What follows belongs to an exercise in optimizing a design on an open flow for small area, a short achievable clock period and few clock cycles; a production flow would make more cautious choices. In this exercise RTL edits were held to simulation tests only and were not proved equivalent to the original.

## flow/run.sh

```bash
#!/bin/bash
# synth_recipe.tcl (not shown) runs the flow's synth.tcl, then flattens the netlist and writes it again
# the make line also repeats each setting of config.mk as NAME=value (left out here)
make -C /OpenROAD-flow-scripts/flow DESIGN_CONFIG=/design/flow/config.mk WORK_HOME=/design/flow/orfs CLKGATE_MAP_FILE= SYNTH_SCRIPT=/design/flow/synth_recipe.tcl finish
```

## flow/config.mk

```make
export PLATFORM = sky130hd
export DESIGN_NAME = prc
export DESIGN_NICKNAME = prc
export VERILOG_FILES = /design/flow/design.v
export SDC_FILE = /design/flow/constraint.sdc
export NUM_CORES = 4
export LEC_CHECK = 0
export CAP_MARGIN = 20
export CORE_MARGIN = 2
export CORE_UTILIZATION = 40
export SLEW_MARGIN = 20
```

## flow/constraint.sdc

```tcl
create_clock -name core_clock -period 12.0 [get_ports {clk}]
set_input_delay 2.4000 -clock core_clock [delete_from_list [all_inputs] [get_ports {clk}]]
set_output_delay 2.4000 -clock core_clock [all_outputs]
set_load 0.01 [all_outputs]
```

## flow/design.v

```verilog
module prc_layout (
    input  wire [3:0] i,
    output reg  [2:0] width,
    output reg  [3:0] mask,
    output reg  [5:0] shift
);
    always @(*) begin
        case (i)
            4'd0:  begin width = 3'd4; mask = 4'hF; shift = 6'd0;  end
            4'd1:  begin width = 3'd4; mask = 4'hF; shift = 6'd4;  end
            4'd2:  begin width = 3'd4; mask = 4'hF; shift = 6'd8;  end
            4'd3:  begin width = 3'd4; mask = 4'hF; shift = 6'd12; end
            4'd4:  begin width = 3'd4; mask = 4'hF; shift = 6'd16; end
            4'd5:  begin width = 3'd4; mask = 4'hF; shift = 6'd20; end
            4'd6:  begin width = 3'd4; mask = 4'hF; shift = 6'd24; end
            4'd7:  begin width = 3'd4; mask = 4'hF; shift = 6'd28; end
            4'd8:  begin width = 3'd3; mask = 4'h7; shift = 6'd32; end
            4'd9:  begin width = 3'd3; mask = 4'h7; shift = 6'd35; end
            4'd10: begin width = 3'd3; mask = 4'h7; shift = 6'd38; end
            4'd11: begin width = 3'd3; mask = 4'h7; shift = 6'd41; end
            4'd12: begin width = 3'd2; mask = 4'h3; shift = 6'd44; end
            4'd13: begin width = 3'd2; mask = 4'h3; shift = 6'd46; end
            4'd14: begin width = 3'd1; mask = 4'h1; shift = 6'd48; end
            default: begin width = 3'd0; mask = 4'h0; shift = 6'd49; end
        endcase
    end
endmodule
module prc_field (
    input  wire [63:0] h,
    input  wire [3:0]  i,
    output wire [3:0]  f
);
    wire [2:0] width;
    wire [3:0] mask;
    wire [5:0] shift;
    prc_layout u_lay (.i(i), .width(width), .mask(mask), .shift(shift));
    wire [63:0] sh = h >> shift;
    assign f = sh[3:0] & mask;
endmodule
module prc_nth_unused (
    input  wire [15:0] used,
    input  wire [7:0]  n,
    output reg  [3:0]  pos,
    output reg         ok
);
    integer p;
    reg [4:0] zeros_below;
    always @(*) begin
        pos = 4'd0;
        ok = 1'b0;
        zeros_below = 5'd0;
        for (p = 0; p < 16; p = p + 1) begin
            if (!used[p]) begin
                if ({3'b000, zeros_below} == n) begin
                    pos = p[3:0];
                    ok = 1'b1;
                end
                zeros_below = zeros_below + 5'd1;
            end
        end
    end
endmodule
module prc_count_below (
    input  wire [15:0] used,
    input  wire [7:0]  v,
    output reg  [4:0]  count
);
    integer p;
    always @(*) begin
        count = 5'd0;
        for (p = 0; p < 16; p = p + 1)
            if (p < v && used[p])
                count = count + 5'd1;
    end
endmodule
module prc_lowest_unused (
    input  wire [15:0] used,
    output reg  [4:0]  lo
);
    integer p;
    always @(*) begin
        lo = 5'd16;
        for (p = 15; p >= 0; p = p - 1)
            if (!used[p])
                lo = p[4:0];
    end
endmodule
module prc (
    input  wire         clk,
    input  wire         rst,
    input  wire         req_valid,
    output wire         req_ready,
    input  wire [1:0]   req_op,
    input  wire [2:0]   req_reg,
    input  wire [127:0] req_wdata,
    output reg          rsp_valid,
    output reg  [127:0] rsp_rdata
);
    localparam OP_RD  = 2'd0;
    localparam OP_WR  = 2'd1;
    localparam OP_CMD = 2'd2;
    localparam R_HASH = 3'd0;
    localparam R_ARR  = 3'd1;
    localparam R_USED = 3'd2;
    localparam R_VAL  = 3'd3;
    localparam R_STAT = 3'd4;
    localparam C_INVPERM = 4'd1;
    localparam C_INVHASH = 4'd2;
    localparam C_SELECT  = 4'd3;
    localparam C_OPRANGE = 4'd4;
    localparam C_ILLEGAL = 4'd5;
    reg [63:0]  hash_r;
    reg [127:0] arr_r;
    reg [15:0]  used_r;
    reg [7:0]   val_r;
    reg         st_err, st_ovf;
    reg [3:0]   st_cause, st_pos;
    wire [31:0] status = {20'd0, st_pos, st_cause, 2'b00, st_ovf, st_err};
    localparam S_IDLE = 2'd0;
    localparam S_DEC  = 2'd1;
    localparam S_ENC  = 2'd2;
    reg [1:0]   state;
    reg [3:0]   step;
    reg [15:0]  pass_used;
    reg [119:0] pass_arr;
    reg [63:0]  pass_hash;
    reg         pass_ovf;
    assign req_ready = (state == S_IDLE);
    wire fire = req_valid && req_ready;
    wire [7:0] cmd = req_wdata[7:0];
    wire [3:0] cmd_op = cmd[7:4];
    wire [3:0] cmd_idx = cmd[3:0];
    wire       idx0 = (cmd_idx == 4'd0);
    wire [2:0] lay_width;
    wire [3:0] lay_mask;
    wire [5:0] lay_shift;
    prc_layout u_lay_cmd (.i(cmd_idx), .width(lay_width), .mask(lay_mask), .shift(lay_shift));
    wire [3:0] unpack_f;
    prc_field u_field_cmd (.h(hash_r), .i(cmd_idx), .f(unpack_f));
    wire [63:0] pack_hash = hash_r | ({56'd0, val_r} << lay_shift);
    wire        pack_ovf = (val_r > {4'd0, lay_mask});
    wire [4:0] cub_count;
    prc_count_below u_cub (.used(used_r), .v(val_r), .count(cub_count));
    wire [3:0] nthu_pos;
    wire       nthu_ok;
    prc_nth_unused u_nthu (.used(used_r), .n(val_r), .pos(nthu_pos), .ok(nthu_ok));
    wire [3:0] dec_f;
    prc_field u_field_dec (.h(hash_r), .i(step), .f(dec_f));
    wire [3:0] dec_code;
    wire       dec_ok;
    prc_nth_unused u_dec_sel (.used(pass_used), .n({4'd0, dec_f}), .pos(dec_code), .ok(dec_ok));
    wire [7:0] enc_e = arr_r[8*step +: 8];
    wire       enc_bad = (enc_e[7:4] != 4'd0) || pass_used[enc_e[3:0]];
    wire [4:0] enc_lo;
    prc_lowest_unused u_lo (.used(pass_used), .lo(enc_lo));
    wire [3:0] enc_rank = enc_e[3:0] - enc_lo[3:0];
    wire [2:0] step_width;
    wire [3:0] step_mask;
    wire [5:0] step_shift;
    prc_layout u_lay_step (.i(step), .width(step_width), .mask(step_mask), .shift(step_shift));
    wire [63:0] enc_hash = pass_hash | ({60'd0, enc_rank} << step_shift);
    wire        enc_ovf = pass_ovf || (enc_rank > step_mask);
    reg [127:0] rd_data;
    always @(*) begin
        case (req_reg)
            R_HASH:  rd_data = {64'd0, hash_r};
            R_ARR:   rd_data = arr_r;
            R_USED:  rd_data = {112'd0, used_r};
            R_VAL:   rd_data = {120'd0, val_r};
            R_STAT:  rd_data = {96'd0, status};
            default: rd_data = 128'd0;
        endcase
    end
    always @(posedge clk) begin
        if (rst) begin
            hash_r    <= 64'd0;
            arr_r     <= 128'd0;
            used_r    <= 16'd0;
            val_r     <= 8'd0;
            st_err    <= 1'b0;
            st_ovf    <= 1'b0;
            st_cause  <= 4'd0;
            st_pos    <= 4'd0;
            state     <= S_IDLE;
            step      <= 4'd0;
            pass_used <= 16'd0;
            pass_arr  <= 120'd0;
            pass_hash <= 64'd0;
            pass_ovf  <= 1'b0;
            rsp_valid <= 1'b0;
            rsp_rdata <= 128'd0;
        end else begin
            rsp_valid <= 1'b0;
            case (state)
                S_IDLE: begin
                    if (fire) begin
                        rsp_rdata <= 128'd0;
                        case (req_op)
                            OP_RD: begin
                                rsp_rdata <= rd_data;
                                rsp_valid <= 1'b1;
                            end
                            OP_WR: begin
                                case (req_reg)
                                    R_HASH: hash_r <= req_wdata[63:0];
                                    R_ARR:  arr_r  <= req_wdata;
                                    R_USED: used_r <= req_wdata[15:0];
                                    R_VAL:  val_r  <= req_wdata[7:0];
                                    default: ;
                                endcase
                                rsp_valid <= 1'b1;
                            end
                            default: begin
                                st_err   <= 1'b0;
                                st_ovf   <= 1'b0;
                                st_cause <= 4'd0;
                                st_pos   <= 4'd0;
                                rsp_valid <= 1'b1;
                                case (cmd_op)
                                    4'h1: val_r <= {5'd0, lay_width};
                                    4'h2: val_r <= {2'd0, lay_shift};
                                    4'h3: val_r <= {4'd0, lay_mask};
                                    4'h4: val_r <= {4'd0, unpack_f};
                                    4'h5: begin
                                        hash_r <= pack_hash;
                                        st_ovf <= pack_ovf;
                                    end
                                    4'h6: if (idx0) used_r <= 16'd0;
                                    4'h7: if (idx0) begin
                                        if (val_r > 8'd15) begin
                                            st_err   <= 1'b1;
                                            st_cause <= C_OPRANGE;
                                        end else begin
                                            used_r <= used_r | (16'd1 << val_r[3:0]);
                                        end
                                    end
                                    4'h8: if (idx0) val_r <= {3'd0, cub_count};
                                    4'h9: if (idx0) begin
                                        if (!nthu_ok) begin
                                            st_err   <= 1'b1;
                                            st_cause <= C_SELECT;
                                        end else begin
                                            val_r <= {4'd0, nthu_pos};
                                        end
                                    end
                                    4'hA: if (idx0) begin
                                        state     <= S_DEC;
                                        rsp_valid <= 1'b0;
                                    end
                                    4'hB: if (idx0) begin
                                        state     <= S_ENC;
                                        rsp_valid <= 1'b0;
                                    end
                                    default: ;
                                endcase
                                if (cmd_op == 4'h0 || cmd_op >= 4'hC ||
                                    (cmd_op >= 4'h6 && !idx0)) begin
                                    st_err   <= 1'b1;
                                    st_cause <= C_ILLEGAL;
                                end
                                step      <= 4'd0;
                                pass_used <= 16'd0;
                                pass_hash <= 64'd0;
                                pass_ovf  <= 1'b0;
                            end
                        endcase
                    end
                end
                S_DEC: begin
                    if (!dec_ok) begin
                        st_err    <= 1'b1;
                        st_cause  <= C_INVHASH;
                        st_pos    <= step;
                        state     <= S_IDLE;
                        rsp_valid <= 1'b1;
                    end else begin
                        if (step != 4'd15) pass_arr[8*step +: 8] <= {4'd0, dec_code};
                        pass_used <= pass_used | (16'd1 << dec_code);
                        step <= step + 4'd1;
                        if (step == 4'd15) begin
                            arr_r     <= {4'd0, dec_code, pass_arr[119:0]};
                            state     <= S_IDLE;
                            rsp_valid <= 1'b1;
                        end
                    end
                end
                S_ENC: begin
                    if (enc_bad) begin
                        st_err    <= 1'b1;
                        st_cause  <= C_INVPERM;
                        st_pos    <= step;
                        state     <= S_IDLE;
                        rsp_valid <= 1'b1;
                    end else begin
                        pass_hash <= enc_hash;
                        pass_ovf  <= enc_ovf;
                        pass_used <= pass_used | (16'd1 << enc_e[3:0]);
                        step <= step + 4'd1;
                        if (step == 4'd15) begin
                            hash_r    <= enc_hash;
                            st_ovf    <= enc_ovf;
                            state     <= S_IDLE;
                            rsp_valid <= 1'b1;
                        end
                    end
                end
                default: state <= S_IDLE;
            endcase
        end
    end
endmodule
```

==> results.sh <==
export IMPL_cts_tree="built"
export IMPL_fillerInstances=8988
export IMPL_antenna_found_initial=9
export IMPL_vias=35800
export IMPL_period_share_pct=94.2
export IMPL_drive_gt1_share_pct=9.82
export IMPL_netlist_top_cells_count="673 x nor2_1, 571 x dfxtp_1, 342 x nand2_1"
export IMPL_synth_most_common_cell="nor2_1"
export IMPL_yosysSeqAreaShare_pct=30.7
export IMPL_critPathKind="reg -> reg"
export IMPL_post_drt_wl_per_cell_um=24.8
export IMPL_synthCells=4506
export IMPL_maxSlewHeadroom_pct=6.63
export IMPL_arrival_ps=11840
export IMPL_synthTopCellsByArea="dfxtp_1 31%, mux2i_1 7.0%, nor2_1 6.8%, mux4_2 5.9%, a21oi_1 4.0%"
export IMPL_clkSinkCount=571
export IMPL_synth_top_area_share_pct=30.7
export IMPL_die_area_um2=95700
export IMPL_h_tree_depth=2
export IMPL_cts_buffers=61
export IMPL_ant_nets=0
export IMPL_fmax_ghz=0.0885
export IMPL_first_global_vias=32900
export IMPL_whs_ps=457
export IMPL_yosys_most_used_dff="dfxtp_1"
export IMPL_place_ws_ps=218
export IMPL_layout_setup_ws_ps=695
export IMPL_yosysTopAreaCell="dfxtp_1"
export IMPL_synth_fp_nets=4715
export IMPL_grt_pass1_wl_um=215000
export IMPL_clock_skew_ps=46.7
export IMPL_synth_distinct_cells=114
export IMPL_clock_latency_ps=660
export IMPL_path_max_fanout=10
export IMPL_overflow=0
export IMPL_clkTransAtPathRegs_ps=60
export IMPL_synth_edf_count=0
export IMPL_wirelength_um=145000
export IMPL_worst_pin_slew_ps=1390
export IMPL_dp_hpwl_um=104000
export IMPL_postCtsHoldBufs=0
export IMPL_dr_pass1_iters=7
export IMPL_num_io_pins=266
export IMPL_hold_viol_final=0
export IMPL_crit_top_cell="ha_1"
export IMPL_multi_input_area_um2=24100
export IMPL_rows=111
export IMPL_maxCapViolCount=0
export IMPL_dpl_cell_area_um2=40800
export IMPL_grt_total_usage_pct=29.3
export IMPL_rsz0062_at_grt="yes"
export IMPL_synthArstFlopShare_pct=0
export IMPL_ys_warn_count=5
export IMPL_core_area_um2=92100
export IMPL_drtIter0Drc=3958
export IMPL_cp_start_kind="flip-flop"
export IMPL_die_y_um=309
export IMPL_cp_required_ps=12530
export IMPL_place_gp_congestion=0.955
export IMPL_finalSetupViolations=0
export IMPL_post_route_util_pct=47.0
export IMPL_io_buffers=265
export IMPL_status="finished clean"
export IMPL_die_width_um=309
export IMPL_grt_max_degree=117
export IMPL_nets=4769
export IMPL_max_stage_delay_ps=460
export IMPL_cts_root_buffer="clkbuf_16"
export IMPL_viasPerCell=6.12
export IMPL_start_util_pct=40.5
export IMPL_clk_path_buf_depth=3
export IMPL_synth_avg_cell_area_um2=8.27
export IMPL_end_kind="flip-flop"
export IMPL_netlist_area_um2=37300
export IMPL_drv_slew=0
export IMPL_cpMaxStageDelayCell="dfxtp_1"
export IMPL_min_path_type="reg -> reg"
export IMPL_layout_area_seq_um2=11400
export IMPL_route_detailed_drc=0
export IMPL_finalInstanceArea_um2=43300
export IMPL_area_growth_pct=16.1
export IMPL_min_period_ps=11310
export IMPL_ys_seq_elements=571
[layout by cell type, fill, tap and decap left out, types with 14 or more instances in the layout]
cell type	Yosys	layout
buf_4	13	93
nor3b_1	27	27
mux2_2	32	32
and2_1	59	55
nor3_1	93	89
a311oi_1	19	19
nor2_1	673	672
xnor2_1	143	142
inv_1	79	79
nor4_1	32	29
o31ai_1	20	20
ha_1	72	70
nand3_1	81	81
or3_1	17	17
clkbuf_8	0	19
mux4_2	97	97
o21ai_0	192	190
dfxtp_1	571	568
clkbuf_16	0	61
o211ai_1	77	77
clkinv_2	0	14
nand2_1	342	341
a31oi_1	35	35
a21o_1	20	20
nand2b_1	37	36
and3_1	40	40
a211oi_1	196	196
o22ai_1	18	17
a22o_1	54	54
xor2_1	49	49
xnor3_1	16	16
nor2b_1	42	39
o21a_1	14	14
a22oi_1	159	158
clkdlybuf4s50_1	0	264
nand4_1	27	27
mux2i_1	261	261
a21oi_1	298	297
[path summary, 6_finish.rpt]
| check | start | end | slack (ps) | cells past startpoint |
|---|---|---|---|---|
| worst max-delay path | pass_used[0] | u_field_dec.shift[0] | 690 | 49 |
| worst min-delay path | st_cause[0] | st_cause[0] | 460 | 2 |
| worst max register to register | pass_used[0] | u_field_dec.shift[0] | 690 | 49 |
| worst min register to register | st_cause[0] | st_cause[0] | 460 | 2 |
[sequential cells by signal, summed over array words and instances (netlist names), 6 cells and up]
| register | flops |
|---|---|
| hash_r | 64 |
| val_r | 8 |
| used_r | 16 |
| pass_used | 16 |
| arr_r | 128 |
| pass_arr | 120 |
| rsp_rdata | 128 |
| u_field_dec.shift | 6 |
| pass_hash | 64 |
[repair_timing]
item | in CTS | in global routing
endpoints found under the setup margin | 0 | 289
buffers inserted | 0 | 11
gates resized for setup | 0 | 10
[per-layer routing]
metal / part of all wire, % / track usage [%] / routed length [um]
met3: 9.8 / 6.24 / 14300
met5: 0.057 / 0 / 83
met2: 43 / 44.4 / 63100
met4: 4.7 / 12.5 / 6860
met1: 42 / 40.2 / 61100
[through the flow]
| stage | TNS (ps) | cells |
|---|---|---|
| finish | 0 | 5859 |
| global route | -38.4 | 5858 |
| CTS | 0 | 5841 |
| detailed placement | 0 | 5727 |
| global placement | 0 | 5727 |
| floorplan | 0 | 4506 |
[kinds of logic after synthesis]
| family | count (synthesis) | synth area share (%) |
|---|---|---|
| and+or+nand+nor | 1536 | 18.9 |
| AOI/OAI and AO/OA | 1239 | 22.3 |
| DFF | 571 | 30.7 |
| buffers and inverters | 467 | 5.14 |
| muxes | 390 | 13.8 |
| xor gates and xnor gates | 229 | 6.62 |
| adders and majority gates | 74 | 2.50 |
[critical path: cells and delay by family, from the launching register on]
| kind | cells | cell delay, ps |
|---|---|---|
| xor gates and xnor gates | 1 | 160 |
| AOI/OAI and AO/OA | 13 | 3150 |
| and+or+nand+nor | 13 | 1720 |
| adders and majority gates | 13 | 3900 |
| buffers and inverters | 5 | 580 |
| DFF | 1 | 460 |
| muxes | 4 | 1220 |
[cell type report]
type                       count  area share, %
antenna                        5         0.0289
clock buffer                  84           4.17
clock inverter                30           1.10
inverter                      89          0.780
multi-input combinational   3469           55.7
sequential                   571           26.4
tap                         1243           3.59
timing repair buffer         368           8.20
Testbench counts, summed over its fixed seeds: cycles 56,689.

==> what the ideal ports hide <==
Ports are ideal in the flow. The routed layout listed here was re-timed in OpenROAD.
Step 1 sets driving cells, clkbuf_16 on the clock port and buf_2 on the other inputs (assumed; they add their load-dependent delay and slew).
Step 2 moves the port delays by t, midway between the first and last clock arrival at a register: inputs arrive t later, outputs are due t later. That takes back most of the time a late clock gives input paths.
Slacks: no drivers / after step 1 / after step 2; pairs: no drivers / after step 1.
t, ns: 0.706
slack for setup (ns): 0.695 / 0.695 / 0.695
worst setup path at the end: register to register
worst register clock-pin slew, ns: 0.07 / 0.07
worst data-port slew with drivers (ns): 0.11
After both steps setup and hold are still met in this run. For this run, drivers alone change the setup slack by 0.000 ns; drivers and shift together by 0.000 ns.
